What follows belongs to an exercise in optimizing a design on an open flow for small area, a short achievable clock period and few clock cycles per item; a production flow would make more cautious choices. In this exercise RTL edits were held to simulation tests only and were not proved equivalent to the original. Power is estimated from default activity; no workload was simulated.

<file path="flow/design.v">
module tsac (
    input  wire        clk,
    input  wire        rst,              
    input  wire [63:0] ram_size_pages,   
    input  wire        cmd_valid,
    output wire        cmd_ready,
    input  wire [79:0] cmd_word,         
    input  wire [31:0] cmd_xfer,         
    input  wire [1:0]  cmd_iofail,       
    output reg         resp_valid,
    input  wire        resp_ready,
    output reg  [2:0]  resp_status,
    output wire [63:0] resp_payload
);
    localparam [2:0] ST_OK      = 3'd0,
                     ST_INVARG  = 3'd1,
                     ST_FATAL   = 3'd2,
                     ST_FIFO    = 3'd3,
                     ST_FULL    = 3'd4,
                     ST_IOERR   = 3'd5,
                     ST_REFUSED = 3'd6;
    wire [7:0]  op = cmd_word[79:72];
    wire [7:0]  a  = cmd_word[71:64];
    wire [63:0] d  = cmd_word[63:0];
    wire rd_fail  = cmd_iofail[0];
    wire any_fail = cmd_iofail[0] | cmd_iofail[1];
    wire a_zero  = (a == 8'd0);
    wire a_mux   = (a[7:2] == 6'd0);
    wire dhi0    = (d[63:32] == 32'd0);
    wire dlo0    = (d[31:0] == 32'd0);
    wire d_bool  = dhi0 && (d[31:1] == 31'd0);
    wire d_zero  = d_bool && !d[0];
    wire off8    = (d[63:32] == 32'd8);
    wire cfg_ok  = dhi0 && ((d[31:0] & ~32'h00FF_F030) == 32'd0);
    wire ch_ok   = (a[7:3] == 5'd0) && (a[2] ? (a[1:0] == 2'd0) : (a[1:0] != 2'd0));
    wire [1:0] ch = a[1:0] - 2'd1;
    wire op_rd    = (op == 8'h01);
    wire op_wr    = (op == 8'h02);
    wire op_flag  = (op == 8'h10) || (op == 8'h11) || (op == 8'h16) || (op == 8'h17) || (op == 8'h18);
    wire op_smux  = (op == 8'h12);
    wire op_sch   = (op == 8'h13) || (op == 8'h14) || (op == 8'h15);
    wire op_gflag = (op == 8'h20) || (op == 8'h21) || (op == 8'h22) ||
                    (op == 8'h26) || (op == 8'h27) || (op == 8'h28);
    wire op_gch   = (op == 8'h23) || (op == 8'h24) || (op == 8'h25);
    wire op_adv   = (op == 8'h30);
    wire op_tc    = (op == 8'h40);
    wire op_dmx   = (op == 8'h50);
    wire op_arm   = (op == 8'h60);
    wire op_start = (op == 8'h61);
    wire op_poll  = (op == 8'h62);
    wire op_stop  = (op == 8'h63);
    wire legal = (op_rd    && a_zero && dlo0) ||
                 (op_wr    && a_zero) ||
                 (op_flag  && a_zero && d_bool) ||
                 (op_smux  && a_mux && d_zero) ||
                 (op_sch   && d_bool) ||
                 (op_gflag && a_zero && d_zero) ||
                 (op_gch   && d_zero) ||
                 (op_adv   && a_zero) ||
                 (op_tc    && a_zero && dhi0) ||
                 (op_dmx   && a_mux) ||
                 (op_arm   && a_zero && cfg_ok) ||
                 ((op_start || op_poll || op_stop) && a_zero && d_zero);
    reg [31:0] flag_m;
    always @* begin
        case (op[3:0])
            4'h0: flag_m = 32'h0000_0001;
            4'h1: flag_m = 32'h0000_0002;
            4'h2: flag_m = 32'h0000_0010;    
            4'h6: flag_m = 32'h0100_0000;
            4'h7: flag_m = 32'h0200_0000;
            default: flag_m = 32'h0400_0000;
        endcase
    end
    wire [3:0]  chsel = 4'b0001 << ch;
    wire [31:0] chan_m = (op[3:0] == 4'h3) ? {16'd0, chsel, 12'd0} :
                         (op[3:0] == 4'h4) ? {12'd0, chsel, 16'd0} :
                                             {8'd0,  chsel, 20'd0};
    wire [63:0] perm1 = {d[31:24], d[39:32], d[23:16], d[47:40],
                         d[15:8],  d[55:48], d[7:0],   d[63:56]};
    wire [63:0] perm2 = {d[7:0],   d[23:16], d[39:32], d[55:48],
                         d[15:8],  d[31:24], d[47:40], d[63:56]};
    reg        k_rdc, k_get, k_set, k_arm, k_start, k_stop, k_poll, k_adv, dec_f;
    reg [2:0]  dec_st;
    reg [63:0] dec_d;
    always @* begin
        k_rdc = 1'b0; k_get = 1'b0; k_set = 1'b0; k_arm = 1'b0;
        k_start = 1'b0; k_stop = 1'b0; k_poll = 1'b0; k_adv = 1'b0;
        dec_f  = 1'b0;
        dec_st = ST_OK;
        dec_d  = 64'd0;
        if (!legal) dec_st = ST_REFUSED;
        else if (op_rd) begin
            if (!dhi0 && !off8) dec_st = ST_REFUSED;
            else if (rd_fail) dec_st = ST_IOERR;
            else if (dhi0) k_rdc = 1'b1;
            else dec_d = {32'd0, cmd_xfer};
        end else if (op_wr) begin
            if (!dhi0) dec_st = ST_REFUSED;
            else if (rd_fail) dec_st = ST_IOERR;
            else begin
                k_set = 1'b1;
                dec_d = {32'hFFFF_FFFF, d[31:0]};
            end
        end else if (op_flag) begin
            if (any_fail) dec_st = ST_IOERR;
            else begin
                k_set = 1'b1;
                dec_d = {flag_m, flag_m & {32{d[0]}}};
            end
        end else if (op_smux) begin
            if (any_fail) dec_st = ST_IOERR;
            else begin
                k_set = 1'b1;
                dec_d = {32'h0000_0030, 26'd0, a[1:0], 4'd0};
            end
        end else if (op_sch) begin
            if (!ch_ok) dec_st = ST_INVARG;
            else if (any_fail) dec_st = ST_IOERR;
            else begin
                k_set = 1'b1;
                dec_d = {chan_m, chan_m & {32{d[0]}}};
            end
        end else if (op_gflag) begin
            if (rd_fail) dec_st = ST_IOERR;
            else begin
                k_get = 1'b1;
                dec_d = {31'd0, op[3:0] == 4'h2, flag_m};
            end
        end else if (op_gch) begin
            if (!ch_ok) dec_st = ST_INVARG;
            else if (rd_fail) dec_st = ST_IOERR;
            else begin
                k_get = 1'b1;
                dec_d = {32'd0, chan_m};
            end
        end else if (op_adv) begin
            k_adv = 1'b1;
            dec_d = d;
        end else if (op_tc) begin
            dec_d = d;                        
        end else if (op_dmx) begin
            dec_d = a[1] ? perm2 : a[0] ? perm1 : d;
        end else if (op_arm) begin
            k_arm = 1'b1;
            dec_f = any_fail;
            dec_d = {~32'hF800_0FCC, d[31:0] | 32'h0700_0000};
        end else if (op_start) begin
            k_start = 1'b1;
            dec_f = any_fail;
            dec_d = {32'h0000_0003, 32'h0000_0003};
        end else if (op_poll) begin
            k_poll = 1'b1;
            dec_f = rd_fail;
            dec_d = {32'd0, cmd_xfer};
        end else begin  
            k_stop = 1'b1;
            dec_f = any_fail;
            dec_d = {32'h0000_0003, 32'h0000_0000};
        end
    end
    reg        ir_v;
    reg        ir_rdc, ir_get, ir_set, ir_arm, ir_start, ir_stop, ir_poll, ir_adv, ir_f;
    reg [2:0]  ir_st;
    reg [63:0] ir_d;
    wire go = !resp_valid || resp_ready;
    assign cmd_ready = !ir_v || go;
    reg [47:0] hcnt;         
    reg        hnz;          
    reg [15:0] head_lo;      
    reg [63:0] avail;        
    reg [31:0] ctrl;
    reg        armed;        
    reg        running;      
    wire exec = ir_v && go;
    wire ir_none = !(ir_rdc || ir_get || ir_set || ir_arm || ir_start || ir_stop || ir_poll || ir_adv);
    wire [15:0] pm = ir_d[15:0];
    wire        head_ge;                                
    tsac_ge #(16) u_wrap (.a(pm), .b(head_lo), .y(head_ge));
    wire        wrap = !head_ge;                        
    wire        head_ovf = wrap && hnz && (hcnt == 48'd0);
    wire        hfb = ~(hcnt[47] ^ hcnt[46] ^ hcnt[20] ^ hcnt[19]);
    wire [15:0] nh  = ~head_lo;
    wire [15:0] x1  = avail[15:0] ^ pm ^ nh;
    wire [15:0] y1  = (avail[15:0] & pm) | (avail[15:0] & nh) | (pm & nh);
    wire [16:0] us;
    wire        uco;
    tsac_add #(17) u_u (.a({1'b0, x1}), .b({y1, 1'b1}), .ci(1'b0), .s(us), .co(uco));
    wire [17:0] u  = {uco, us};
    wire        cy = wrap ? u[16] : u[17];
    wire [47:0] avail_hi_inc;
    tsac_inc #(48) u_inc (.a(avail[63:16]), .y(avail_hi_inc));
    wire [63:0] avail_p = {cy ? avail_hi_inc : avail[63:16], u[15:0]};
    wire [47:0] ram_hi = ram_size_pages[63:16];
    wire        gt0, eq0, eq1, lo_ge;
    tsac_cmp #(48) u_cmp0 (.a(avail[63:16]), .b(ram_hi), .gt(gt0), .eq(eq0));
    assign eq1 = (avail_hi_inc == ram_hi);
    tsac_ge #(16) u_lo (.a(u[15:0]), .b(ram_size_pages[15:0]), .y(lo_ge));
    wire        full = gt0 || (eq0 && (cy || lo_ge)) || (cy && eq1 && lo_ge);
    wire [63:0] avail_a;
    wire        adv_ok;
    tsac_add #(64) u_adv (.a(avail), .b(~ir_d), .ci(1'b1), .s(avail_a), .co(adv_ok));
    wire [31:0] ctrl_set = (ctrl & ~ir_d[63:32]) | ir_d[31:0];
    reg [2:0] st;
    reg       ctrl_we, adv_we, poll_we, cur_clr, poll_ok;
    reg       armed_we, armed_n, run_we, run_n;
    always @* begin
        st = ST_OK;
        ctrl_we = 1'b0;
        adv_we = 1'b0;
        poll_we = 1'b0;
        poll_ok = 1'b0;
        cur_clr = 1'b0;
        armed_we = 1'b0; armed_n = 1'b0;
        run_we = 1'b0;   run_n = 1'b0;
        if (ir_set) ctrl_we = 1'b1;
        else if (ir_adv) begin
            if (!adv_ok) st = ST_INVARG;
            else adv_we = 1'b1;
        end else if (ir_arm) begin
            if (running) st = ST_REFUSED;
            else if (ir_f) begin
                st = ST_IOERR;
                armed_we = 1'b1;
            end else begin
                ctrl_we = 1'b1;
                cur_clr = 1'b1;
                armed_we = 1'b1; armed_n = 1'b1;
            end
        end else if (ir_start) begin
            if (!armed) st = ST_REFUSED;
            else begin
                armed_we = 1'b1;
                if (ir_f) st = ST_IOERR;
                else begin
                    ctrl_we = 1'b1;
                    run_we = 1'b1; run_n = 1'b1;
                end
            end
        end else if (ir_poll) begin
            if (!running) st = ST_REFUSED;
            else if (ir_f) begin
                st = ST_IOERR;
                run_we = 1'b1;
            end else if (head_ovf) st = ST_REFUSED;
            else begin
                poll_we = 1'b1;
                if (ir_d[31]) begin
                    st = ST_FATAL;
                    run_we = 1'b1;
                end else if (ir_d[30]) begin
                    st = ST_FIFO;
                    run_we = 1'b1;
                end else if (full) begin
                    st = ST_FULL;
                    run_we = 1'b1;
                end else poll_ok = 1'b1;
            end
        end else if (ir_stop) begin
            armed_we = 1'b1;
            run_we = 1'b1;
            if (ir_f) st = ST_IOERR;
            else ctrl_we = 1'b1;
        end else if (ir_none) st = ir_st;
    end
    wire [1:0]  get_bits = {ir_d[32] & ctrl[5], |(ctrl & ir_d[31:0])};
    wire [63:0] pl = ({64{ir_none}} & ir_d) |
                     ({64{ir_rdc}}  & {32'd0, ctrl}) |
                     ({64{ir_get}}  & {62'd0, get_bits}) |
                     ({64{poll_we}} & avail_p);
    reg  [63:0] resp_pl;
    reg         resp_zero;
    assign resp_payload = resp_pl & {64{!resp_zero}};
    always @(posedge clk) begin
        if (rst) begin
            ir_v    <= 1'b0;
            hcnt    <= 48'd0;
            hnz     <= 1'b0;
            head_lo <= 16'd0;
            avail   <= 64'd0;
            ctrl    <= 32'd0;
            armed   <= 1'b0;
            running <= 1'b0;
            resp_valid <= 1'b0;
        end else begin
            if (cmd_ready) begin
                ir_v     <= cmd_valid;
                ir_rdc   <= k_rdc;
                ir_get   <= k_get;
                ir_set   <= k_set;
                ir_arm   <= k_arm;
                ir_start <= k_start;
                ir_stop  <= k_stop;
                ir_poll  <= k_poll;
                ir_adv   <= k_adv;
                ir_f     <= dec_f;
                ir_st    <= dec_st;
                ir_d     <= dec_d;
            end
            if (exec) begin
                if (cur_clr) begin
                    hcnt    <= 48'd0;
                    hnz     <= 1'b0;
                    head_lo <= 16'd0;
                    avail   <= 64'd0;
                end else if (poll_we) begin
                    if (wrap) begin
                        hcnt <= {hcnt[46:0], hfb};
                        hnz  <= 1'b1;
                    end
                    head_lo <= pm;
                    avail   <= avail_p;
                end else if (adv_we) begin
                    avail   <= avail_a;
                end
                if (ctrl_we) ctrl <= ctrl_set;
                if (armed_we) armed <= armed_n;
                if (run_we) running <= run_n;
                resp_valid   <= 1'b1;
                resp_status  <= st;
                resp_pl      <= pl;
                resp_zero    <= poll_we && !poll_ok;
            end else if (resp_ready) begin
                resp_valid <= 1'b0;
            end
        end
    end
endmodule
module tsac_add #(parameter W = 16) (
    input  wire [W-1:0] a,
    input  wire [W-1:0] b,
    input  wire         ci,
    output wire [W-1:0] s,
    output wire         co
);
    wire [W-1:0] g0 = a & b;
    wire [W-1:0] p0 = a ^ b;
    reg  [W-1:0] g, p;    
    integer l, i;
    always @* begin
        g = g0;
        p = p0;
        g[0] = g0[0] | (p0[0] & ci);
        for (l = 0; (1 << l) < W; l = l + 1)
            for (i = 0; i < W; i = i + 1)
                if (((i >> l) & 1) == 1) begin
                    g[i] = g[i] | (p[i] & g[((i >> l) << l) - 1]);
                    p[i] = p[i] & p[((i >> l) << l) - 1];
                end
    end
    assign s  = p0 ^ {g[W-2:0], ci};
    assign co = g[W-1];
endmodule
module tsac_inc #(parameter W = 48) (
    input  wire [W-1:0] a,
    output wire [W-1:0] y
);
    reg [W-1:0] p;        
    integer l, i;
    always @* begin
        p = a;
        for (l = 0; (1 << l) < W; l = l + 1)
            for (i = 0; i < W; i = i + 1)
                if (((i >> l) & 1) == 1)
                    p[i] = p[i] & p[((i >> l) << l) - 1];
    end
    assign y = a ^ {p[W-2:0], 1'b1};
endmodule
module tsac_cmp #(parameter W = 64) (
    input  wire [W-1:0] a,
    input  wire [W-1:0] b,
    output wire         gt,
    output wire         eq
);
    reg [W-1:0] g, e;     
    integer l, i;
    always @* begin
        g = a & ~b;
        e = ~(a ^ b);
        for (l = 0; (1 << l) < W; l = l + 1)
            for (i = 0; i < W; i = i + 1)
                if ((i % (2 << l)) == 0 && i + (1 << l) < W) begin
                    g[i] = g[i + (1 << l)] | (e[i + (1 << l)] & g[i]);
                    e[i] = e[i + (1 << l)] & e[i];
                end
    end
    assign gt = g[0];
    assign eq = e[0];
endmodule
module tsac_ge #(parameter W = 64) (
    input  wire [W-1:0] a,
    input  wire [W-1:0] b,
    output wire         y
);
    wire gt, eq;
    tsac_cmp #(W) u_cmp (.a(a), .b(b), .gt(gt), .eq(eq));
    assign y = gt | eq;
endmodule
</file>
<file path="flow/flow/run.sh">
#!/bin/bash
set -o pipefail
bash standard.sh SETUP_SLACK_MARGIN=6 finish > standard_flow.log 2>&1
</file>
<file path="flow/standard.sh">
#!/bin/bash
# synth_recipe.tcl (not shown) runs the flow's synth.tcl, then flattens the netlist and writes it again
# the make line also repeats each setting of config.mk as NAME=value (left out here)
make -C /OpenROAD-flow-scripts/flow DESIGN_CONFIG=/design/flow/config.mk WORK_HOME=/design/flow/orfs CLKGATE_MAP_FILE= SYNTH_SCRIPT=/design/flow/synth_recipe.tcl "${@:-finish}"
</file>
<file path="flow/config.mk">
export PLATFORM = sky130hd
export DESIGN_NAME = tsac
export DESIGN_NICKNAME = tsac
export VERILOG_FILES = /design/flow/design.v
export SDC_FILE = /design/flow/constraint.sdc
export NUM_CORES = 4
export LEC_CHECK = 0
export CAP_MARGIN = 20
export CORE_MARGIN = 2
export CORE_UTILIZATION = 40
export SLEW_MARGIN = 20
</file>
<file path="flow/constraint.sdc">
create_clock -name core_clock -period 11.0 [get_ports {clk}]
set_input_delay 2.2000 -clock core_clock [delete_from_list [all_inputs] [get_ports {clk}]]
set_output_delay 2.2000 -clock core_clock [all_outputs]
set_load 0.01 [all_outputs]
</file>
==> results of run 1 <==
==> layer usage <==
| metal | share of wire (%) | vias to the layer above | global-route usage (%) |
|---|---|---|---|
| met3 | 8.0 | 246 | 3.95 |
| li1 | - | 11700 | - |
| met1 | 42 | 12300 | 43.1 |
| met2 | 45 | 1372 | 51.4 |
| met4 | 4.7 | 2 | 13.1 |
| met5 | 0.0057 | - | 0 |
==> worst reg2reg max path, stage by stage, from the launching register on <==
cell and delay, ps:
sky130_fd_sc_hd__edfxtp_1 470, sky130_fd_sc_hd__inv_2 70, sky130_fd_sc_hd__fa_1 500, sky130_fd_sc_hd__inv_2 50, sky130_fd_sc_hd__ha_4 160, sky130_fd_sc_hd__or3_4 380
sky130_fd_sc_hd__o211ai_1 280, sky130_fd_sc_hd__a31oi_1 160, sky130_fd_sc_hd__o21ai_1 200, sky130_fd_sc_hd__nor2b_4 220, sky130_fd_sc_hd__buf_6 120, sky130_fd_sc_hd__xnor2_2 60
sky130_fd_sc_hd__ha_1 320, sky130_fd_sc_hd__a21o_1 200, sky130_fd_sc_hd__a211oi_2 240, sky130_fd_sc_hd__o211ai_1 180, sky130_fd_sc_hd__o22ai_4 270, sky130_fd_sc_hd__a2111oi_4 110
sky130_fd_sc_hd__or3_1 340, sky130_fd_sc_hd__a31o_4 260, sky130_fd_sc_hd__a31oi_1 170, sky130_fd_sc_hd__nor2_1 60
==> metrics by stage <==
stage | hold WS (ps) | setup slack (ps) | util (%) | power (uW)
after floorplan | 432 | 6080 | - | 1530
after global placement | 441 | 4430 | 45.3 | 1760
after detailed placement | 444 | 4370 | 45.3 | 1770
after CTS | 452 | 5930 | 48.6 | 3040
after global routing | 473 | 5740 | 49.4 | 3160
final | 451 | 5870 | 49.4 | 3060
==> worst min path at each step <==
stage,startpoint,end,slack [ps],cells past startpoint
after floorplan,hcnt[47],hcnt[47],430,2
after global placement,hcnt[47],hcnt[47],440,2
after detailed placement,hcnt[47],hcnt[47],440,2
after CTS,hcnt[47],hcnt[47],450,2
after global routing,hcnt[47],hcnt[47],470,2
final,hcnt[47],hcnt[47],450,2
==> kinds of logic after synthesis <==
logic type / synth area share (%)
and+or+nand+nor: 22.0
AOI/OAI and AO/OA: 23.4
buffers and inverters: 6.46
DFF: 30.9
adders and majority gates: 10.5
xor gates and xnor gates: 5.85
muxes: 1.00
==> repair_timing <==
item	4_1_cts	5_1_grt
buffers inserted	57	15
resized for setup	107	80
pin swaps	35	28
gates cloned	1	3
hold buffers	0	0
setup endpoints to repair	188	92
==> power groups by stage <==
| stage | clock network (uW) | registers (uW) | logic [uW] |
|---|---|---|---|
| 6_report | 1250 | 1270 | 544 |
| 2_1_floorplan | 0 | 1270 | 267 |
| 4_1_cts | 1260 | 1270 | 511 |
| 3_5_place_dp | 0 | 1300 | 472 |
| 3_3_place_gp | 0 | 1300 | 465 |
| 5_1_grt | 1310 | 1270 | 583 |
==> state kept, by name, indices dropped and copies added, names as in the netlist <==
signal       flops
ir_get           1
armed            1
ir_d            64
ir_adv           1
running          1
hcnt            48
ir_arm           1
resp_pl         64
ir_start         1
ir_poll          1
ctrl            32
ir_st            3
resp_valid       1
avail           64
head_lo         16
ir_f             1
resp_status      3
hnz              1
ir_v             1
ir_stop          1
ir_set           1
ir_rdc           1
resp_zero        1
==> cells in the final DEF (no fill, tap or decap), types with 39 or more instances in the layout <==
cell type,count
sky130_fd_sc_hd__a21oi_1,261
sky130_fd_sc_hd__nand3_1,118
sky130_fd_sc_hd__inv_1,219
sky130_fd_sc_hd__nor3_1,57
sky130_fd_sc_hd__nor2b_1,86
sky130_fd_sc_hd__edfxtp_1,144
sky130_fd_sc_hd__xor2_1,63
sky130_fd_sc_hd__nor2_1,244
sky130_fd_sc_hd__o21ai_0,154
sky130_fd_sc_hd__buf_4,93
sky130_fd_sc_hd__ha_1,157
sky130_fd_sc_hd__nand4_1,39
sky130_fd_sc_hd__a211oi_1,45
sky130_fd_sc_hd__clkdlybuf4s50_1,228
sky130_fd_sc_hd__a22oi_1,74
sky130_fd_sc_hd__xnor2_1,93
sky130_fd_sc_hd__dfxtp_1,161
sky130_fd_sc_hd__nand2_1,355
sky130_fd_sc_hd__a21o_1,43
==> final cells by class <==
type / count / area share [%]
multi-input cells: 2393 / 53.4
well taps: 790 / 3.26
flip-flops and latches: 309 / 25.2
repair buffers: 358 / 11.3
diodes: 1 / 0.00826
inverters: 228 / 2.82
clock inverters: 13 / 0.376
clock buffers: 53 / 3.65
==> Implementation_results.wiki, run 1 <==
{| class="wikitable"
! Metric !! Value
|-
| Multi-input logic area || 16,200 um^2
|-
| Width of the chip || 253 um
|-
| Buffer levels on the longest clock path || 3
|-
| Number of sinks on the clock net || 309
|-
| Comb power frac || 17.8%
|-
| Switching Fraction || 28.7%
|-
| Number of enable flip-flop cells after synthesis || 144
|-
| Largest incremental delay on the critical path || 530 ps
|-
| Worst Clk Skew || 35.9 ps
|-
| Cell with the largest stage delay on the worst path || sky130_fd_sc_hd__clkdlybuf4s50_1
|-
| Synthesis warning total || 6
|-
| Final critical-path share of the clock period || 46.7%
|-
| Number of antenna violations at the first check in global routing || 1
|-
| Sequential share of power || 41.6%
|-
| Number of nets in the synthesized netlist || 3,483
|-
| Crit path depth || 13
|-
| Fraction of layout instances using a drive strength above 1 || 9.42%
|-
| Largest net degree at the start of global routing || 77
|-
| Total power density per cell area || 101 nW/um^2
|-
| Sequential cell area || 7630 um^2
|-
| Result of the run || timing/DRC/antenna clean
|-
| Kind of launch point of the worst setup path || input port
|-
| Ranking of synthesized cells by area || sky130_fd_sc_hd__edfxtp_1, sky130_fd_sc_hd__dfxtp_1, sky130_fd_sc_hd__ha_1, sky130_fd_sc_hd__nand2_1, sky130_fd_sc_hd__a21oi_1
|-
| Dominant cell by count in the synthesized netlist || sky130_fd_sc_hd__nand2_1
|-
| Required time worst endpoint || 11,290 ps
|-
| Number of I/O port buffers || 250
|-
| Number of DRC violations after detailed-routing iteration 0 || 2,857
|-
| Starting density of the core || 40.3%
|-
| Clock share of power || 40.7%
|-
| Worst-path fanout max || 2
|-
| Primary flip-flop cell chosen by synthesis mapping || sky130_fd_sc_hd__dfxtp_1
|-
| Clock period minus worst slack || 5130 ps
|-
| Number of primary I/O pins || 251
|-
| Via count of the routed design || 25,600
|-
| Start point of the critical path || ram_size_pages[41]
|-
| Insertion delay of the later-clocked pin in the worst-skew pair || 570 ps
|-
| Critical path arrival || 5420 ps
|-
| Register area share after synthesis || 30.9%
|-
| Unique cell type count in the Yosys netlist || 100
|-
| Number of max-capacitance violations reported || 0
|-
| Register-to-Register Path Depth || 21
|-
| Standard cell area after detailed placement || 27,800 um^2
|-
| Wire length of the first global-routing pass || 155,000 um
|-
| Max-slew headroom || 19.6%
|-
| Share of async-settable or async-resettable flops after synthesis || 0%
|-
| Layout-stage area growth over the synthesis result || 22.6%
|-
| Buffering stage count on the worst path with inverters included || 2
|-
| Die height || 253 um
|-
| Post-synthesis cell count || 3,110
|-
| Ranking of synthesized cells by instance count || sky130_fd_sc_hd__nand2_1, sky130_fd_sc_hd__a21oi_1, sky130_fd_sc_hd__nor2_1
|-
| Clock tree from TritonCTS || done
|-
| Drc violations || 0
|-
| Worst reg2reg setup slack || 5920 ps
|-
| Kind of end point of the critical path || flop
|-
| Cell area after synthesis || 24,700 um^2
|-
| WL final || 105,000 um
|-
| Worst reg2reg path startpoint || ir_d[6]
|-
| Total Nets Final || 3,700
|-
| Crit path kind || input port to flop
|-
| Standard-cell rows || 91
|-
| Area of the core region || 61,400 um^2
|-
| Gpl congestion || 0.989
|-
| WL/cell || 25.4 um
|-
| Post-synthesis cell type with the largest combined area || sky130_fd_sc_hd__edfxtp_1
|-
| Total negative slack for setup checks || 0 ps
|-
| Remaining Overflow, GRT || 0
|-
| Setup-failing EPs final || 0
|-
| Worst-path clk slew || 60 ps
|-
| Half-perimeter wire length after placement || 78,400 um
|-
| RR Endpoint || resp_status[2]
|-
| Number of vias per cell after detailed routing || 6.17
|-
| Post-Place Cells || 4,002
|-
| Endpoint of the most critical setup path || resp_status[2]
|-
| Number of H-tree branching levels || 2
|-
| Syn Area/Cell || 7.95 um^2
|-
| Leakage component of the power || 0.0116 uW
|-
| Cell seen most often among critical-path stages || sky130_fd_sc_hd__a21o_1
|-
| Switching power summed over all nets || 878 uW
|-
| Share of the synthesized area in the top cell type || 17.5%
|-
| Layout fillers || 5,896
|-
| Chain of cells forming the critical path || clkdlybuf4s50_1 -> inv_1 -> ha_1 -> a21o_1 -> a21o_1 -> a2111oi_0 -> o21ai_0 -> a32oi_1 -> nand2_1 -> or3_1 -> a31o_4 -> a31oi_1 -> nor2_1
|-
| Largest vdd supply drop || 102 uV
|-
| DRT antenna net count || 0
|-
| Total die area || 63,800 um^2
|-
| Transition time at the pin with the least slew margin || 1200 ps
|-
| Hold Fails Final Rpt || 0
|-
| CTS Root Buffer Type || sky130_fd_sc_hd__clkbuf_16
|-
| Top achievable clock speed || 195 MHz
|-
| Global-route usage over all layers || 31.9%
|-
| Worst Hold Class || flop to flop
|-
| Number of iterations in the first detailed-routing pass || 7
|-
| Max-slew violation count || 0
|-
| Cell family with most CP delay || compound AO/OA/AOI/OAI gates
|-
| #FFs+latches synth || 309
|-
| Setup repair after global routing missed its margin || true
|-
| Final non-filler cell total || 4,145
|-
| TritonCTS buffer count || 37
|-
| Number of global-route vias before repair || 24,300
|-
| Final design instance area without fill || 30,300 um^2
|-
| Pint || 2190 uW
|}
Testbench counts, summed over its fixed seeds: cycles 48,016, items 48,000.
==> inputs of run 2 (changes only) <==
==> flow/flow/run.sh (replaced) <==
#!/bin/bash
set -o pipefail
bash standard.sh SETUP_SLACK_MARGIN=6.5 "BUFFER_PORTS_ARGS=-buffer_cell sky130_fd_sc_hd__buf_1" finish > standard_flow.log 2>&1
==> run 2 against run 1 <==
  * Still clean on timing, DRC and antenna
  * Highest routed layer is now met4
  * Sequential power barely moved
  * Global-route usage fell by 2.6 points
  * Largest power group unchanged
  * Count of clock-buffer cells in the layout fell by 3
==> Implementation_results.wiki, run 2 <==
{| class="wikitable"
! Metric !! Value
|-
| Crit path kind || flop to flop
|-
| Global-route usage over all layers || 29.3% (-2.6 points)
|-
| Pint || 2150 uW (-1.6%)
|-
| Cell seen most often among critical-path stages || sky130_fd_sc_hd__buf_4
|-
| Post-synthesis cell count || 3,110 (unchanged)
|-
| Largest incremental delay on the critical path || 470 ps (-60 ps)
|-
| Synthesis warning total || 6 (unchanged)
|-
| Number of I/O port buffers || 250 (unchanged)
|-
| Cell family with most CP delay || compound AO/OA/AOI/OAI gates
|-
| Sequential share of power || 42.0% (+0.4 points)
|-
| Wire length of the first global-routing pass || 143,000 um (-7.7%)
|-
| Area of the core region || 61,400 um^2 (unchanged)
|-
| Number of DRC violations after detailed-routing iteration 0 || 3,099 (+8.5%)
|-
| Top achievable clock speed || 203 MHz (+4.2%)
|-
| Share of the synthesized area in the top cell type || 17.5% (unchanged)
|-
| Number of iterations in the first detailed-routing pass || 7 (unchanged)
|-
| Primary flip-flop cell chosen by synthesis mapping || sky130_fd_sc_hd__dfxtp_1
|-
| Total negative slack for setup checks || 0 ps (unchanged)
|-
| Worst-path clk slew || 60 ps (about the same)
|-
| Syn Area/Cell || 7.95 um^2 (unchanged)
|-
| Clock tree from TritonCTS || done
|-
| Number of primary I/O pins || 251 (unchanged)
|-
| Register area share after synthesis || 30.9% (unchanged)
|-
| TritonCTS buffer count || 36 (-2.7%)
|-
| #FFs+latches synth || 309 (unchanged)
|-
| Fraction of layout instances using a drive strength above 1 || 14.3% (+4.8 points)
|-
| Cell with the largest stage delay on the worst path || sky130_fd_sc_hd__edfxtp_1
|-
| Setup repair after global routing missed its margin || true
|-
| Transition time at the pin with the least slew margin || 1090 ps (-106 ps)
|-
| Number of max-capacitance violations reported || 0 (unchanged)
|-
| Largest vdd supply drop || 104 uV (+1.8%)
|-
| Gpl congestion || 0.997 (+0.78%)
|-
| Unique cell type count in the Yosys netlist || 100 (unchanged)
|-
| Max-slew headroom || 27.1% (+7.5 points)
|-
| Count of cells along the worst hold path || 2 (unchanged)
|-
| Worst reg2reg path startpoint || ir_d[0]
|-
| Buffer levels on the longest clock path || 3 (unchanged)
|-
| Chain of cells forming the critical path || inv_2 -> fa_2 -> fa_2 -> nand2b_4 -> a21oi_4 -> o211ai_1 -> buf_4 -> a31oi_4 -> o21ai_2 -> buf_4 -> buf_4 -> buf_4 -> nor2_2 -> a211oi_2 -> ha_2 -> a211oi_1 -> o211ai_1 -> o22ai_4 -> a2111oi_2 -> or3_1 -> a31o_4 -> a31oi_1 -> nor2_1
|-
| Post-synthesis cell type with the largest combined area || sky130_fd_sc_hd__edfxtp_1
|-
| Setup-failing EPs final || 0 (unchanged)
|-
| Die height || 253 um (unchanged)
|-
| Final critical-path share of the clock period || 44.8% (-1.9 points)
|-
| Number of enable flip-flop cells after synthesis || 144 (unchanged)
|-
| Worst Hold Class || flop to flop
|-
| Leading cell type in the layout, fill and taps excluded || sky130_fd_sc_hd__nand2_1
|-
| Core utilization of the finished layout || 48.9% (-0.48 points)
|-
| Total die area || 63,800 um^2 (unchanged)
|-
| Largest net degree at the start of global routing || 77 (unchanged)
|-
| Total Nets Final || 3,731 (+0.84%)
|-
| Worst-path fanout max || 3 (+1)
|-
| Half-perimeter wire length after placement || 70,900 um (-9.6%)
|-
| Cell area after synthesis || 24,700 um^2 (unchanged)
|-
| Leakage component of the power || 0.0114 uW (-1.7%)
|-
| Ranking of synthesized cells by area || sky130_fd_sc_hd__edfxtp_1, sky130_fd_sc_hd__dfxtp_1, sky130_fd_sc_hd__ha_1, sky130_fd_sc_hd__nand2_1, sky130_fd_sc_hd__a21oi_1
|-
| Total power density per cell area || 101 nW/um^2 (-0.26%)
|-
| Highest-count cells in the layout ignoring fill and taps || sky130_fd_sc_hd__nand2_1, sky130_fd_sc_hd__a21oi_1, sky130_fd_sc_hd__buf_1, sky130_fd_sc_hd__nor2_1, sky130_fd_sc_hd__inv_1
|-
| Width of the chip || 253 um (unchanged)
|-
| Critical path arrival || 5220 ps (-200 ps)
|-
| RR Endpoint || resp_status[2]
|-
| Switching Fraction || 28.9% (+0.27 points)
|-
| WL/cell || 23.4 um (-7.8%)
|-
| Required time worst endpoint || 11,300 ps (about the same)
|-
| Share of async-settable or async-resettable flops after synthesis || 0% (unchanged)
|-
| Ranking of synthesized cells by instance count || sky130_fd_sc_hd__nand2_1, sky130_fd_sc_hd__a21oi_1, sky130_fd_sc_hd__nor2_1
|-
| Number of H-tree branching levels || 2 (unchanged)
|-
| Worst reg2reg setup slack || 6070 ps (+150 ps)
|-
| Number of sinks on the clock net || 309 (unchanged)
|-
| Layout fillers || 6,014 (+2.0%)
|-
| Clock period minus worst slack || 4930 ps (-209 ps)
|-
| Number of global-route vias before repair || 22,800 (-6.0%)
|-
| CTS Root Buffer Type || sky130_fd_sc_hd__clkbuf_16
|-
| Standard-cell rows || 91 (unchanged)
|-
| Number of antenna violations at the first check in global routing || 1 (unchanged)
|-
| Startpoint of the worst hold path || hcnt[47]
|-
| WL final || 97,700 um (-7.1%)
|-
| Comb power frac || 17.2% (-0.6 points)
|-
| Clock share of power || 40.8% (about the same)
|-
| Starting density of the core || 40.3% (unchanged)
|-
| Switching power summed over all nets || 875 uW (-0.29%)
|-
| Buffering stage count on the worst path with inverters included || 5 (+3)
|-
| Max-slew violation count || 0 (unchanged)
|-
| Register-to-Register Path Depth || 23 (+9.5%)
|-
| Antenna cells || 0 (-1)
|-
| Number of nets in the synthesized netlist || 3,483 (unchanged)
|-
| Dominant cell by count in the synthesized netlist || sky130_fd_sc_hd__nand2_1
|-
| Remaining Overflow, GRT || 0 (unchanged)
|-
| Worst Clk Skew || 35.7 ps (-0.190 ps)
|-
| Kind of launch point of the worst setup path || flop
|-
| Via count of the routed design || 25,200 (-1.5%)
|-
| Top Registers || avail (64), ir_d (64), resp_pl (64)
|-
| Drc violations || 0 (unchanged)
|-
| Insertion delay of the later-clocked pin in the worst-skew pair || 570 ps (about the same)
|-
| Layout-stage area growth over the synthesis result || 21.4%
|-
| Capture endpoint of the worst hold path || hcnt[47]
|-
| Kind of end point of the critical path || flop
|-
| DRT antenna net count || 0 (unchanged)
|-
| Result of the run || timing/DRC/antenna clean
|-
| Number of vias per cell after detailed routing || 6.03 (-2.3%)
|-
| Hold Fails Final Rpt || 0 (unchanged)
|}
-- run 2: cell types whose count changed in the layout (fill, tap and decap cells not counted), moves of 11 or more --
cell	before	now
sky130_fd_sc_hd__buf_1	0	239
sky130_fd_sc_hd__o21ai_0	154	116
sky130_fd_sc_hd__buf_6	6	33
sky130_fd_sc_hd__clkdlybuf4s50_1	228	0
sky130_fd_sc_hd__nand2_1	355	330
sky130_fd_sc_hd__nor3_1	57	45
sky130_fd_sc_hd__nand2_2	2	17
sky130_fd_sc_hd__o21ai_1	28	48
sky130_fd_sc_hd__a21oi_2	4	15
sky130_fd_sc_hd__a21oi_1	261	249
sky130_fd_sc_hd__o21ai_2	5	21
-- run 2: worst min-delay path: stages, from the launching register on --
cell and delay, ps:
sky130_fd_sc_hd__dfxtp_1 310, sky130_fd_sc_hd__nand2_1 50, sky130_fd_sc_hd__a21oi_1 50
-- run 2: worst max-delay path by stage --
stage	startpoint	end	slack [ps]	cells after the start
6_report	ir_d[0]	resp_status[2]	6070	23
5_1_grt	ir_d[6]	resp_status[2]	5880	23
4_1_cts	ir_d[0]	resp_status[2]	6090	23
3_5_place_dp	resp_ready	avail[38]	4860	12
3_3_place_gp	cmd_word[64]	ir_d[6]	4900	12
2_1_floorplan	cmd_word[68]	ir_d[14]	6310	12
-- run 2: per-stage QoR --
step	instances	cell area [um^2]	total power, uW	hold WS (ps)	setup WS, ps
after floorplan	3110	24900	1540	432	6310
after global placement	4004	26400	1700	445	4900
after detailed placement	4004	26400	1700	446	4860
after CTS	4125	28500	2980	455	6090
after global routing	4176	30000	3130	481	5880
final	4176	30000	3030	453	6070
-- run 2: kinds of logic after synthesis --
group / share of synthesized area (%)
compound gates: 23.4
xor+xnor: 5.85
fa+ha+maj: 10.5
buf+inv: 6.46
flops: 30.9
mux: 1.00
simple gates: 22.0
-- run 2: what timing repair did --
item                       CTS  global route
cloned                       5             4
setup buffers               50            47
hold buffers                 0             0
setup endpoints to repair  197           234
gates resized for setup    125           244
pin swaps                   37           102
-- run 2: layout make-up --
cell class	count	area (um^2)	area share (%)
inverter	228	856	2.85
timing repair buffer	388	2280	7.60
multi-input combinational	2395	17000	56.8
sequential	309	7630	25.4
clock inverter	16	130	0.434
tap	790	988	3.29
clock buffer	50	1080	3.59
-- run 2: layer usage --
| metal | vias to the layer above | track usage [%] | share of wire, % |
|---|---|---|---|
| li1 | 11800 | - | - |
| met1 | 11900 | 40.8 | 42 |
| met2 | 1328 | 45.6 | 44 |
| met3 | 226 | 4.20 | 9.4 |
| met4 | 0 | 11.9 | 4.8 |
| met5 | - | 0 | 0 |
-- run 2: power by group through the flow --
stage	sequential [uW]	clock (uW)	combinational, uW
after global placement	1300	0	407
after floorplan	1270	0	270
after CTS	1270	1250	459
final	1270	1230	520
after global routing	1270	1290	561
after detailed placement	1300	0	406
==> inputs of run 3 (changes only) <==
--- a/flow/design.v
+++ b/flow/design.v
@@ -190,4 +190,3 @@
     wire        cy = wrap ? u[16] : u[17];
-    wire [47:0] avail_hi_inc;
-    tsac_inc #(48) u_inc (.a(avail[63:16]), .y(avail_hi_inc));
+    wire [47:0] avail_hi_inc;            
     wire [63:0] avail_p = {cy ? avail_hi_inc : avail[63:16], u[15:0]};
@@ -196,8 +195,10 @@
     tsac_cmp #(48) u_cmp0 (.a(avail[63:16]), .b(ram_hi), .gt(gt0), .eq(eq0));
-    assign eq1 = (avail_hi_inc == ram_hi);
+    tsac_eq1 #(48) u_eq1 (.a(avail[63:16]), .b(ram_hi), .y(eq1));
     tsac_ge #(16) u_lo (.a(u[15:0]), .b(ram_size_pages[15:0]), .y(lo_ge));
     wire        full = gt0 || (eq0 && (cy || lo_ge)) || (cy && eq1 && lo_ge);
+    wire [63:0] sub_b = {ir_d[63:16] | {48{ir_poll}}, ir_d[15:0] & {16{!ir_poll}}};
     wire [63:0] avail_a;
     wire        adv_ok;
-    tsac_add #(64) u_adv (.a(avail), .b(~ir_d), .ci(1'b1), .s(avail_a), .co(adv_ok));
+    tsac_add #(64) u_adv (.a(avail), .b(~sub_b), .ci(1'b1), .s(avail_a), .co(adv_ok));
+    assign avail_hi_inc = avail_a[63:16];
     wire [31:0] ctrl_set = (ctrl & ~ir_d[63:32]) | ir_d[31:0];
@@ -389,2 +390,23 @@
 endmodule
+module tsac_eq1 #(parameter W = 48) (
+    input  wire [W-1:0] a,
+    input  wire [W-1:0] b,
+    output wire         y
+);
+    reg [W-1:0] e, t, p;   
+    integer l, i;
+    always @* begin
+        e = ~(a ^ b);
+        t = a & ~b;
+        p = ~a & b;
+        for (l = 0; (1 << l) < W; l = l + 1)
+            for (i = 0; i < W; i = i + 1)
+                if ((i % (2 << l)) == 0 && i + (1 << l) < W) begin
+                    p[i] = (e[i + (1 << l)] & p[i]) | (p[i + (1 << l)] & t[i]);
+                    e[i] = e[i + (1 << l)] & e[i];
+                    t[i] = t[i + (1 << l)] & t[i];
+                end
+    end
+    assign y = p[0];
+endmodule
 module tsac_ge #(parameter W = 64) (
==> run 3 against run 2 <==
  * Still clean
  * Sequential share of layout area grew 0.99 points
  * Core utilization grew 1.1 points
  * Clock power is essentially flat
  * Worst hold slack gained 15 ps
  * Power shrank 2.0%
  * Sequential cell count is the same
  * Routed wire length grew 0.89%
  * Synthesized cell count shrank 9.0%
  * Non-clock buffer count grew 10
  * First-iteration DRC count shrank 22%
==> Implementation_results.wiki, run 3 <==
{| class="wikitable"
! Metric !! Value
|-
| Result of the run || timing/DRC/antenna clean
|-
| Number of H-tree branching levels || 2 (unchanged)
|-
| Unique cell type count in the Yosys netlist || 85 (-15%)
|-
| Layout-stage area growth over the synthesis result || 23.5%
|-
| Cell area after synthesis || 23,400 um^2 (-5.4%)
|-
| Crit path depth || 19 (-17%)
|-
| Transition time at the pin with the least slew margin || 1080 ps (-14.1 ps)
|-
| Overall power || 2960 uW (-2.0%)
|-
| Leading cell type in the layout, fill and taps excluded || sky130_fd_sc_hd__nand2_1
|-
| Top Registers || avail (64), ir_d (64), resp_pl (64)
|-
| Number of max-capacitance violations reported || 0 (unchanged)
|-
| Buffering stage count on the worst path with inverters included || 2 (-3)
|-
| Multi-input logic area || 15,600 um^2 (-8.2%)
|-
| Worst-path clk slew || 60 ps (about the same)
|-
| Number of vias per cell after detailed routing || 6.17 (+2.3%)
|-
| Fraction of layout instances using a drive strength above 1 || 14.4% (+0.13 points)
|-
| Largest incremental delay on the critical path || 540 ps (+70 ps)
|-
| Required time worst endpoint || 11,400 ps (+100 ps)
|-
| WL/cell || 25.2 um (+7.9%)
|-
| Starting density of the core || 40.5% (+0.18 points)
|-
| Buffer levels on the longest clock path || 3 (unchanged)
|-
| Number of hold buffers added after cts || 0 (unchanged)
|-
| Startpoint of the worst hold path || hcnt[47]
|-
| Setup-failing EPs final || 0 (unchanged)
|-
| Width of the chip || 246 um (-2.7%)
|-
| Worst Clk Skew || 49.3 ps (+13.6 ps)
|-
| Number of nets in the synthesized netlist || 3,244 (-6.9%)
|-
| Critical path arrival || 5290 ps (+70 ps)
|-
| Largest vdd supply drop || 99.4 uV (-4.6%)
|-
| Start point of the critical path || ir_d[0]
|-
| Synthesis warning total || 6 (unchanged)
|-
| Worst Hold Class || flop to flop
|-
| Chain of cells forming the critical path || inv_2 -> fa_2 -> fa_2 -> nor2b_4 -> o21a_1 -> nor2_2 -> fa_2 -> inv_2 -> ha_4 -> o2111ai_2 -> a21oi_2 -> a2111oi_4 -> o21bai_1 -> nand4_1 -> a31o_4 -> o211ai_1 -> a21oi_1 -> or3_4 -> a31oi_1
|-
| Total Nets Final || 3,529 (-5.4%)
|-
| Number of primary I/O pins || 251 (unchanged)
|-
| Worst reg2reg path startpoint || ir_d[0]
|-
| Top achievable clock speed || 204 MHz (+0.70%)
|-
| Primary flip-flop cell chosen by synthesis mapping || sky130_fd_sc_hd__dfxtp_1
|-
| Number of iterations in the first detailed-routing pass || 8 (+1)
|-
| Hold Fails Final Rpt || 0 (unchanged)
|-
| Number of enable flip-flop cells after synthesis || 144 (unchanged)
|-
| Worst reg2reg setup slack || 6110 ps (+30 ps)
|-
| Via count of the routed design || 24,100 (-4.4%)
|-
| Leakage component of the power || 0.0108 uW (-5.2%)
|-
| Number of DRC violations after detailed-routing iteration 0 || 2,421 (-22%)
|-
| Register area share after synthesis || 32.6% (+1.8 points)
|-
| Crit path kind || flop to flop
|-
| Number of sinks on the clock net || 309 (unchanged)
|-
| Final critical-path share of the clock period || 44.5% (-0.31 points)
|-
| Setup repair after global routing missed its margin || true
|-
| RR Endpoint || resp_status[2]
|-
| #FFs+latches synth || 309 (unchanged)
|-
| Ranking of synthesized cells by instance count || sky130_fd_sc_hd__nand2_1, sky130_fd_sc_hd__nor2_1, sky130_fd_sc_hd__inv_1
|-
| Highest-count cells in the layout ignoring fill and taps || sky130_fd_sc_hd__nand2_1, sky130_fd_sc_hd__buf_1, sky130_fd_sc_hd__inv_1, sky130_fd_sc_hd__nor2_1
|-
| Share of the synthesized area in the top cell type || 18.5% (+1.0 points)
|-
| Drc violations || 0 (unchanged)
|-
| Syn Area/Cell || 8.27 um^2 (+4.0%)
|-
| Antenna cells || 0 (unchanged)
|-
| Standard-cell rows || 88 (-3.3%)
|-
| DRT antenna net count || 0 (unchanged)
|-
| Remaining Overflow, GRT || 0 (unchanged)
|-
| Total negative slack for setup checks || 0 ps (unchanged)
|-
| Largest net degree at the start of global routing || 77 (unchanged)
|-
| Ranking of synthesized cells by area || sky130_fd_sc_hd__edfxtp_1, sky130_fd_sc_hd__dfxtp_1, sky130_fd_sc_hd__ha_1, sky130_fd_sc_hd__a21oi_1, sky130_fd_sc_hd__nand2_1
|-
| Cell with the largest stage delay on the worst path || sky130_fd_sc_hd__fa_2
|-
| Gpl congestion || 0.998 (+0.10%)
|-
| Worst hold slack after final layout || 468 ps (+14.7 ps)
|-
| Sequential cell area || 7630 um^2 (unchanged)
|-
| Total die area || 60,400 um^2 (-5.3%)
|-
| Worst-path fanout max || 2 (-1)
|-
| Insertion delay of the later-clocked pin in the worst-skew pair || 570 ps (about the same)
|-
| Global-route usage over all layers || 31.2% (+1.9 points)
|-
| Max-slew headroom || 27.6% (+0.51 points)
|-
| Cell seen most often among critical-path stages || sky130_fd_sc_hd__fa_2
|-
| Layout fillers || 5,579 (-7.2%)
|-
| Die height || 246 um (-2.7%)
|-
| Wire length of the first global-routing pass || 143,000 um (+0.15%)
|-
| Kind of end point of the critical path || flop
|-
| Number of antenna violations at the first check in global routing || 0 (-1)
|-
| Post-synthesis cell count || 2,829 (-9.0%)
|-
| WL final || 98,600 um (+0.89%)
|-
| Endpoint of the most critical setup path || resp_status[2]
|-
| Total power density per cell area || 103 nW/um^2 (+1.8%)
|-
| Number of I/O port buffers || 250 (unchanged)
|-
| Core utilization of the finished layout || 50.0% (+1.1 points)
|-
| Clock tree from TritonCTS || done
|-
| Area of the core region || 57,800 um^2 (-5.8%)
|-
| Share of async-settable or async-resettable flops after synthesis || 0% (unchanged)
|-
| Cell family with most CP delay || compound AO/OA/AOI/OAI gates
|-
| Kind of launch point of the worst setup path || flop
|-
| Half-perimeter wire length after placement || 69,800 um (-1.5%)
|-
| Clock period minus worst slack || 4890 ps (-34.3 ps)
|-
| Dominant cell by count in the synthesized netlist || sky130_fd_sc_hd__nand2_1
|-
| Register-to-Register Path Depth || 19 (-17%)
|-
| TritonCTS buffer count || 36 (unchanged)
|-
| Number of global-route vias before repair || 22,700 (-0.45%)
|-
| Post-synthesis cell type with the largest combined area || sky130_fd_sc_hd__edfxtp_1
|-
| Max-slew violation count || 0 (unchanged)
|-
| CTS Root Buffer Type || sky130_fd_sc_hd__clkbuf_16
|}
[run 3: cell count changes after synthesis, sizes merged, moves of 31 or more]
cell   before  now
a21oi     268  220
ha        165  207
xnor2      97   34
nand2     358  274
a22oi      74  105
a22o        7   52
xor2       63   31
[run 3: layout make-up]
cell class	instances	share of cell area (%)
clock inverters	20	0.641
clock buffers	44	3.40
repair buffers	398	8.97
inverters	237	3.10
flip-flops and latches	309	26.4
well taps	765	3.31
multi-input cells	2132	54.2
[run 3: metal layers]
metal / global-route usage, % / share of wire, %
met1: 41.0 / 41
met2: 49.4 / 45
met3: 5.19 / 8.1
met4: 15.7 / 5.5
met5: 0 / 0
[run 3: cells by family (layout without fill, tap and decap cells)]
family | after synthesis | after routing | synth area share, %
compound gates | 870 | 870 | 24.8
xor+xnor | 65 | 65 | 2.43
fa+ha+maj | 233 | 233 | 13.3
buf+inv | 399 | 699 | 6.74
flops | 309 | 309 | 32.6
mux | 34 | 34 | 1.45
simple gates | 919 | 930 | 18.7
[run 3: timing repair]
| action | 4_1_cts | 5_1_grt |
|---|---|---|
| pin swaps | 37 | 53 |
| setup buffers | 57 | 47 |
| setup endpoints to repair | 241 | 185 |
| gates resized for setup | 157 | 160 |
| gates cloned | 13 | 9 |
[run 3: worst min path at each step]
| stage | end | slack [ps] | cells past startpoint |
|---|---|---|---|
| floorplan | hcnt[47] | 430 | 2 |
| finish | hcnt[47] | 470 | 2 |
| CTS | hcnt[33] | 470 | 2 |
| detailed placement | hcnt[33] | 460 | 2 |
| global route | hcnt[47] | 480 | 2 |
| global placement | hcnt[47] | 440 | 2 |
[run 3: worst min-delay path: cells and delay by family, from the launching register on]
kind | cells | cell delay (ps)
compound gates | 1 | 50
flops | 1 | 310
simple gates | 1 | 50
[run 3: where the power goes]
part	internal, uW	total, uW	switching [uW]	leakage [uW]
registers	1230	1260	34.4	0.00270
logic	192	498	306	0.00752
clock network	691	1210	515	0.000569
[run 3: per-stage QoR]
| stage | cell area (um^2) | setup WS, ps | cells |
|---|---|---|---|
| 4_1_cts | 27700 | 6210 | 3848 |
| 3_3_place_gp | 25200 | 4740 | 3714 |
| 6_report | 28900 | 6110 | 3905 |
| 3_5_place_dp | 25200 | 4780 | 3714 |
| 5_1_grt | 28900 | 6020 | 3905 |
| 2_1_floorplan | 23800 | 6230 | 2829 |
Testbench counts of run 3, summed over its fixed seeds: cycles 48,016, items 48,000.
==> inputs of run 4 (changes only) <==
==> flow/flow/run.sh (replaced) <==
#!/bin/bash
# Standard ORFS layout with these changes to how it is made:
# - the port buffers that ORFS inserts on every input and output are buf_1
#   cells instead of the default pick;
# - clock tree synthesis inserts no dummy loads.
# Same clock, constraints and steps otherwise.
set -o pipefail
bash standard.sh SETUP_SLACK_MARGIN=6.5 \
    "BUFFER_PORTS_ARGS=-buffer_cell sky130_fd_sc_hd__buf_1" \
    "CTS_ARGS=-sink_clustering_enable -repair_clock_nets -dont_use_dummy_load" \
    finish > standard_flow.log 2>&1
==> run 4 against run 3 <==
  * Worst setup slack gained 20 ps
  * Largest cell class unchanged
  * Critical path depth is the same
  * Still clean
  * Via count decreased by 0.22%
  * Cell count shrank 0.87%
  * Die area did not move
  * Non-clock buffer count fell by 1
  * Worst hold slack better by 0.65 ps
==> Implementation_results.wiki, run 4 <==
{| class="wikitable"
! Metric !! Value
|-
| Cell area after synthesis || 23,400 um^2 (unchanged)
|-
| Leading cell type in the layout, fill and taps excluded || sky130_fd_sc_hd__nand2_1
|-
| Number of max-capacitance violations reported || 0 (unchanged)
|-
| Clock tree from TritonCTS || done
|-
| Wire length of the first global-routing pass || 142,000 um (-0.24%)
|-
| Number of I/O port buffers || 250 (unchanged)
|-
| TritonCTS buffer count || 36 (unchanged)
|-
| CTS Root Buffer Type || sky130_fd_sc_hd__clkbuf_16
|-
| Total die area || 60,400 um^2 (unchanged)
|-
| Number of vias per cell after detailed routing || 6.21 (+0.66%)
|-
| Switching Fraction || 28.5% (-0.39 points)
|-
| Number of global-route vias before repair || 22,700 (-0.026%)
|-
| Number of hold buffers added after cts || 0 (unchanged)
|-
| RR Endpoint || resp_status[2]
|-
| Result of the run || timing/DRC/antenna clean
|-
| Start point of the critical path || ir_d[1]
|-
| Synthesis warning total || 6 (unchanged)
|-
| Largest net degree at the start of global routing || 77 (unchanged)
|-
| Insertion delay of the later-clocked pin in the worst-skew pair || 570 ps (about the same)
|-
| Die height || 246 um (unchanged)
|-
| Primary flip-flop cell chosen by synthesis mapping || sky130_fd_sc_hd__dfxtp_1
|-
| Setup-failing EPs final || 0 (unchanged)
|-
| Number of nets in the synthesized netlist || 3,244 (unchanged)
|-
| Max-slew violation count || 0 (unchanged)
|-
| Highest-count cells in the layout ignoring fill and taps || sky130_fd_sc_hd__nand2_1, sky130_fd_sc_hd__buf_1, sky130_fd_sc_hd__inv_1, sky130_fd_sc_hd__nor2_1, sky130_fd_sc_hd__a21oi_1
|-
| Starting density of the core || 40.5% (unchanged)
|-
| Pint || 1990 uW (-5.4%)
|-
| Final non-filler cell total || 3,871 (-0.87%)
|-
| Max-slew headroom || 19.3% (-8.2 points)
|-
| WL/cell || 25.6 um (+1.4%)
|-
| Crit path kind || flop to flop
|-
| Worst Hold Class || flop to flop
|-
| Leakage component of the power || 0.0107 uW (-0.97%)
|-
| Overall power || 2790 uW (-5.9%)
|-
| #FFs+latches synth || 309 (unchanged)
|-
| Critical path arrival || 5250 ps (-40 ps)
|-
| WL final || 99,100 um (+0.49%)
|-
| Remaining Overflow, GRT || 0 (unchanged)
|-
| Layout-stage area growth over the synthesis result || 22.2%
|-
| Total negative slack for setup checks || 0 ps (unchanged)
|-
| Via count of the routed design || 24,000 (-0.22%)
|-
| Half-perimeter wire length after placement || 69,800 um (unchanged)
|-
| Final critical-path share of the clock period || 44.3% (-0.18 points)
|-
| Top Registers || avail (64), ir_d (64), resp_pl (64)
|-
| Worst-path clk slew || 50 ps (about the same)
|-
| Total Nets Final || 3,523 (-0.17%)
|-
| Worst reg2reg setup slack || 6130 ps (+20 ps)
|-
| Transition time at the pin with the least slew margin || 1210 ps (+132 ps)
|-
| Top achievable clock speed || 205 MHz (+0.40%)
|-
| Multi-input logic area || 15,500 um^2 (-0.98%)
|-
| Dominant cell by count in the synthesized netlist || sky130_fd_sc_hd__nand2_1
|-
| Clock share of power || 36.8% (-3.9 points)
|-
| Number of sinks on the clock net || 309 (unchanged)
|-
| DRT antenna net count || 0 (unchanged)
|-
| Required time worst endpoint || 11,380 ps (-20 ps)
|-
| Antenna cells || 0 (unchanged)
|-
| Post-synthesis cell type with the largest combined area || sky130_fd_sc_hd__edfxtp_1
|-
| Register-to-Register Path Depth || 19 (unchanged)
|-
| Number of enable flip-flop cells after synthesis || 144 (unchanged)
|-
| Worst-path fanout max || 2 (unchanged)
|-
| Buffer levels on the longest clock path || 3 (unchanged)
|-
| Comb power frac || 18.0% (+1.2 points)
|-
| Kind of end point of the critical path || flop
|-
| Kind of launch point of the worst setup path || flop
|-
| Largest vdd supply drop || 90.6 uV (-8.8%)
|-
| Worst Clk Skew || 88.5 ps (+39.1 ps)
|-
| Gpl congestion || 0.998 (unchanged)
|-
| Standard-cell rows || 88 (unchanged)
|-
| Startpoint of the worst hold path || hcnt[33]
|-
| Switching power summed over all nets || 794 uW (-7.2%)
|-
| Post-synthesis cell count || 2,829 (unchanged)
|-
| Share of async-settable or async-resettable flops after synthesis || 0% (unchanged)
|-
| Area of the core region || 57,800 um^2 (unchanged)
|-
| Global-route usage over all layers || 31.1% (-0.075 points)
|-
| Ranking of synthesized cells by area || sky130_fd_sc_hd__edfxtp_1, sky130_fd_sc_hd__dfxtp_1, sky130_fd_sc_hd__ha_1, sky130_fd_sc_hd__a21oi_1, sky130_fd_sc_hd__nand2_1
|-
| Worst reg2reg path startpoint || ir_d[1]
|-
| Sequential share of power || 45.2% (+2.7 points)
|-
| Count of cells along the worst hold path || 2 (unchanged)
|-
| Number of iterations in the first detailed-routing pass || 6 (-2)
|-
| Number of DRC violations after detailed-routing iteration 0 || 2,460 (+1.6%)
|-
| Capture endpoint of the worst hold path || hcnt[33]
|-
| Post-Place Cells || 3,714 (unchanged)
|-
| Width of the chip || 246 um (unchanged)
|-
| Number of primary I/O pins || 251 (unchanged)
|-
| Number of H-tree branching levels || 2 (unchanged)
|-
| Sequential cell area || 7630 um^2 (unchanged)
|-
| Syn Area/Cell || 8.27 um^2 (unchanged)
|-
| Register area share after synthesis || 32.6% (unchanged)
|-
| Fraction of layout instances using a drive strength above 1 || 13.4% (-1.0 points)
|-
| Clock period minus worst slack || 4870 ps (-19.5 ps)
|-
| Hold Fails Final Rpt || 0 (unchanged)
|-
| Setup repair after global routing missed its margin || true
|-
| Number of antenna violations at the first check in global routing || 0 (unchanged)
|-
| Drc violations || 0 (unchanged)
|-
| Total power density per cell area || 97.5 nW/um^2 (-4.9%)
|-
| Ranking of synthesized cells by instance count || sky130_fd_sc_hd__nand2_1, sky130_fd_sc_hd__nor2_1, sky130_fd_sc_hd__inv_1
|-
| Unique cell type count in the Yosys netlist || 85 (unchanged)
|-
| Layout fillers || 5,620 (+0.73%)
|-
| Share of the synthesized area in the top cell type || 18.5% (unchanged)
|}
-- run 4: cell families (layout without fill, tap and decap cells) --
kind of cell	after synthesis	in the layout	share of synthesized area (%)
simple gates	919	925	18.7
compound gates	870	870	24.8
buf+inv	399	670	6.74
flops	309	309	32.6
fa+ha+maj	233	233	13.3
xor+xnor	65	65	2.43
mux	34	34	1.45
-- run 4: through the flow --
step           cell area, um^2  worst slack [ps]  utilization, %  hold slack, ps
5_1_grt                  28600              5970            49.5             483
3_5_place_dp             25200              4780            43.5             461
2_1_floorplan            23800              6230               -             432
4_1_cts                  27400              6210            47.5             470
6_report                 28600              6130            49.5             468
3_3_place_gp             25200              4740            43.5             440
-- run 4: timing repair --
action | CTS | global route
endpoints found under the setup margin | 242 | 181
gates cloned | 12 | 10
gates resized for setup | 150 | 156
buffers inserted | 65 | 33
pin swaps | 36 | 65
-- run 4: final cells by class --
cell class | instances | share of cell area, %
repair buffers | 397 | 9.51
clock buffers | 36 | 3.15
flip-flops and latches | 309 | 26.7
inverters | 237 | 3.13
multi-input cells | 2127 | 54.2
well taps | 765 | 3.35
-- run 4: how the worst max path moves through the flow --
stage	to	slack (ps)	cells after the start
floorplan	ir_d[36]	6230	13
global placement	ir_d[2]	4740	9
detailed placement	ir_d[17]	4780	10
CTS	cmd_ready	6210	4
global route	resp_status[2]	5970	19
finish	resp_status[2]	6130	19
-- run 4: per-layer routing --
metal | part of all wire (%) | GRT usage, %
met5 | 0 | 0
met3 | 8.7 | 5.23
met4 | 6.0 | 16.0
met2 | 45 | 49.1
met1 | 41 | 40.8
-- run 4: critical path, stage by stage, from the launching register on --
cell                        delay (ps)
sky130_fd_sc_hd__edfxtp_1          440
sky130_fd_sc_hd__inv_1             100
sky130_fd_sc_hd__fa_1              450
sky130_fd_sc_hd__fa_2              420
sky130_fd_sc_hd__nor2b_4           150
sky130_fd_sc_hd__o21a_1            130
sky130_fd_sc_hd__nor2_2             50
sky130_fd_sc_hd__fa_2              560
sky130_fd_sc_hd__inv_2              50
sky130_fd_sc_hd__ha_4              270
sky130_fd_sc_hd__o2111ai_2         120
sky130_fd_sc_hd__a21oi_2           190
sky130_fd_sc_hd__a2111oi_4          60
sky130_fd_sc_hd__o21bai_1          200
sky130_fd_sc_hd__nand4_1           150
sky130_fd_sc_hd__a31o_4            290
sky130_fd_sc_hd__o211ai_1          440
sky130_fd_sc_hd__a21oi_1            80
sky130_fd_sc_hd__or3_4             380
sky130_fd_sc_hd__a31oi_1           170
-- run 4: power by group through the flow --
stage,clock network [uW],registers [uW],logic [uW]
after floorplan,0,1260,262
after global placement,0,1290,391
after detailed placement,0,1290,399
after CTS,1040,1260,446
after global routing,1080,1260,540
final,1030,1260,503
==> inputs of run 5 (changes only) <==
--- a/flow/design.v
+++ b/flow/design.v
@@ -11,3 +11,3 @@
     input  wire        resp_ready,
-    output reg  [2:0]  resp_status,
+    output wire [2:0]  resp_status,
     output wire [63:0] resp_payload
@@ -204,3 +204,5 @@
     wire [31:0] ctrl_set = (ctrl & ~ir_d[63:32]) | ir_d[31:0];
-    reg [2:0] st;
+    reg        resp_full;
+    wire       running_eff = running && !resp_full;
+    reg [2:0] st;            
     reg       ctrl_we, adv_we, poll_we, cur_clr, poll_ok;
@@ -221,3 +223,3 @@
         end else if (ir_arm) begin
-            if (running) st = ST_REFUSED;
+            if (running_eff) st = ST_REFUSED;
             else if (ir_f) begin
@@ -241,3 +243,3 @@
         end else if (ir_poll) begin
-            if (!running) st = ST_REFUSED;
+            if (!running_eff) st = ST_REFUSED;
             else if (ir_f) begin
@@ -254,5 +256,2 @@
                     run_we = 1'b1;
-                end else if (full) begin
-                    st = ST_FULL;
-                    run_we = 1'b1;
                 end else poll_ok = 1'b1;
@@ -273,3 +272,5 @@
     reg         resp_zero;
-    assign resp_payload = resp_pl & {64{!resp_zero}};
+    reg  [2:0]  resp_st;
+    assign resp_payload = resp_pl & {64{!(resp_zero || resp_full)}};
+    assign resp_status  = {resp_st[2] | resp_full, resp_st[1:0]};    
     always @(posedge clk) begin
@@ -285,2 +286,3 @@
             resp_valid <= 1'b0;
+            resp_full  <= 1'b0;
         end else begin
@@ -318,5 +320,6 @@
                 if (armed_we) armed <= armed_n;
-                if (run_we) running <= run_n;
+                running      <= run_we ? run_n : running_eff;
                 resp_valid   <= 1'b1;
-                resp_status  <= st;
+                resp_st      <= st;
+                resp_full    <= poll_ok && full;
                 resp_pl      <= pl;
==> flow/flow/run.sh (replaced) <==
#!/bin/bash
set -o pipefail
bash standard.sh SETUP_SLACK_MARGIN=6.35 \
    "BUFFER_PORTS_ARGS=-buffer_cell sky130_fd_sc_hd__buf_1" \
    finish > standard_flow.log 2>&1
==> run 5 against run 4 <==
  * Still clean on timing, DRC and antenna
  * Count of clock-buffer cells in the layout grew 14
  * Non-clock buffer count shrank 57
  * Core utilization shrank 2.1 points
  * Critical path type is now input port to primary output
  * Critical endpoint is now cmd_ready
==> Implementation_results.wiki, run 5 <==
{| class="wikitable"
! Metric !! Value
|-
| Standard-cell rows || 88 (unchanged)
|-
| Worst Clk Skew || 26.1 ps (-62.4 ps)
|-
| Number of nets in the synthesized netlist || 3,215 (-0.89%)
|-
| Final critical-path share of the clock period || 43.6% (-0.74 points)
|-
| Result of the run || timing/DRC/antenna clean
|-
| Layout-stage area growth over the synthesis result || 16.6%
|-
| Clock period minus worst slack || 4790 ps (-81.1 ps)
|-
| Number of I/O port buffers || 250 (unchanged)
|-
| CTS Root Buffer Type || sky130_fd_sc_hd__clkbuf_16
|-
| Total Nets Final || 3,443 (-2.3%)
|-
| Largest vdd supply drop || 85.3 uV (-5.8%)
|-
| Number of hold buffers added after cts || 0 (unchanged)
|-
| Setup-failing EPs final || 0 (unchanged)
|-
| Leakage component of the power || 0.0107 uW (+0.52%)
|-
| Share of the synthesized area in the top cell type || 18.4% (-0.055 points)
|-
| Cell area after synthesis || 23,500 um^2 (+0.30%)
|-
| Required time worst endpoint || 8800 ps (-2580 ps)
|-
| WL final || 94,500 um (-4.6%)
|-
| Post-place setup slack || 4850 ps (+65.2 ps)
|-
| DRT antenna net count || 0 (unchanged)
|-
| Leading cell type in the layout, fill and taps excluded || sky130_fd_sc_hd__nor2_1
|-
| Register-to-Register Path Depth || 20 (+1)
|-
| Total negative slack for setup checks || 0 ps (unchanged)
|-
| Critical path arrival || 2590 ps (-2660 ps)
|-
| Kind of launch point of the worst setup path || input port
|-
| TritonCTS buffer count || 37 (+2.8%)
|-
| Number of max-capacitance violations reported || 0 (unchanged)
|-
| Half-perimeter wire length after placement || 69,500 um (-0.50%)
|-
| Insertion delay of the later-clocked pin in the worst-skew pair || 560 ps (about the same)
|-
| Clock tree from TritonCTS || done
|-
| Highest-count cells in the layout ignoring fill and taps || sky130_fd_sc_hd__nor2_1, sky130_fd_sc_hd__inv_1, sky130_fd_sc_hd__buf_1, sky130_fd_sc_hd__ha_1, sky130_fd_sc_hd__nand2_1
|-
| Worst Hold Class || flop to flop
|-
| Number of antenna violations at the first check in global routing || 2 (+2)
|-
| Primary flip-flop cell chosen by synthesis mapping || sky130_fd_sc_hd__dfxtp_1
|-
| Layout fillers || 5,670 (+0.89%)
|-
| Synthesis warning total || 6 (unchanged)
|-
| Final WS setup || 6210 ps (+81.1 ps)
|-
| Via count of the routed design || 23,400 (-2.8%)
|-
| Number of sinks on the clock net || 310 (+0.32%)
|-
| Share of async-settable or async-resettable flops after synthesis || 0% (unchanged)
|-
| Global-route usage over all layers || 30.0% (-1.1 points)
|-
| Fraction of layout instances using a drive strength above 1 || 9.60% (-3.8 points)
|-
| Number of primary I/O pins || 251 (unchanged)
|-
| Ranking of synthesized cells by instance count || sky130_fd_sc_hd__nor2_1, sky130_fd_sc_hd__inv_1, sky130_fd_sc_hd__nand2_1
|-
| Die height || 246 um (+0.15%)
|-
| Overall power || 2930 uW (+5.2%)
|-
| Transition time at the pin with the least slew margin || 1070 ps (-140 ps)
|-
| Area of the core region || 57,800 um^2 (unchanged)
|-
| Worst-path clk slew || 60 ps (about the same)
|}
## run 5: cell types whose count changed after synthesis, sizes merged, moves of 52 or more
cell / delta
a21oi: -58
a31oi: +52
and2: +66
nand2: -62
nand3: -78
nor2: +68
## run 5: critical path: stages
cell and delay (ps):
sky130_fd_sc_hd__buf_6 90, sky130_fd_sc_hd__nor2b_4 110, sky130_fd_sc_hd__nand2_2 60, sky130_fd_sc_hd__buf_6 130
## run 5: logic make-up (layout without fill, tap and decap cells)
family	count (synthesis)	count (layout)	share of synthesized area, %
simple gates	895	897	18.4
compound gates	878	879	25.7
buf+inv	398	648	6.69
flops	310	310	32.6
fa+ha+maj	233	233	13.3
xor+xnor	61	61	2.28
mux	25	25	1.09
other cells	0	2	0
## run 5: routing by layer
metal  global-route usage (%)  vias to the layer above  share of wire, %
met3                     4.66                      259               8.1
met4                     14.5                        0               5.3
li1                         -                    10700                 -
met1                     39.4                    11200                42
met5                        0                        -                 0
met2                     48.1                     1206                45
## run 5: cell type report
cell class | instances | area, um^2 | area share [%]
diodes | 2 | 5.00 | 0.0183
inverters | 244 | 920 | 3.36
well taps | 765 | 957 | 3.50
flip-flops and latches | 310 | 7650 | 28.0
repair buffers | 340 | 1890 | 6.91
multi-input cells | 2095 | 14800 | 53.9
clock inverters | 14 | 153 | 0.558
clock buffers | 50 | 1040 | 3.79
## run 5: through the flow
| stage | hold slack [ps] | util, % | std cells | instance area [um^2] |
|---|---|---|---|---|
| after global routing | 496 | 47.3 | 3818 | 27400 |
| after global placement | 436 | 43.3 | 3692 | 25000 |
| after floorplan | 427 | - | 2800 | 23500 |
| after detailed placement | 450 | 43.4 | 3693 | 25100 |
| final | 451 | 47.3 | 3820 | 27400 |
| after CTS | 458 | 46.6 | 3787 | 26900 |
## run 5: what timing repair did
item	in CTS	in global routing
setup buffers	25	28
endpoints found under the setup margin	188	122
resized for setup	91	56
cloned	5	3
pin swaps	20	37
## run 5: how the worst min path moves through the flow
| stage | end | slack [ps] |
|---|---|---|
| final | running | 450 |
| after CTS | running | 460 |
| after global placement | running | 440 |
| after detailed placement | running | 450 |
| after floorplan | running | 430 |
| after global routing | running | 500 |
## run 5: report_power, final
part	leakage, uW	total [uW]	switching [uW]	internal [uW]
sequential	0.00272	1260	33.4	1230
clock	0.000587	1240	513	731
combinational	0.00744	428	272	156
Testbench counts of run 5, summed over its fixed seeds: cycles 48,016, items 48,000.

Check on run 5: ideal ports give 6.209 ns setup slack; a clkbuf_16 on the clock port and buf_2 on the inputs give 6.177 ns; moving port delays by the midpoint clock arrival (0.610 ns) as well gives 5.850 ns.
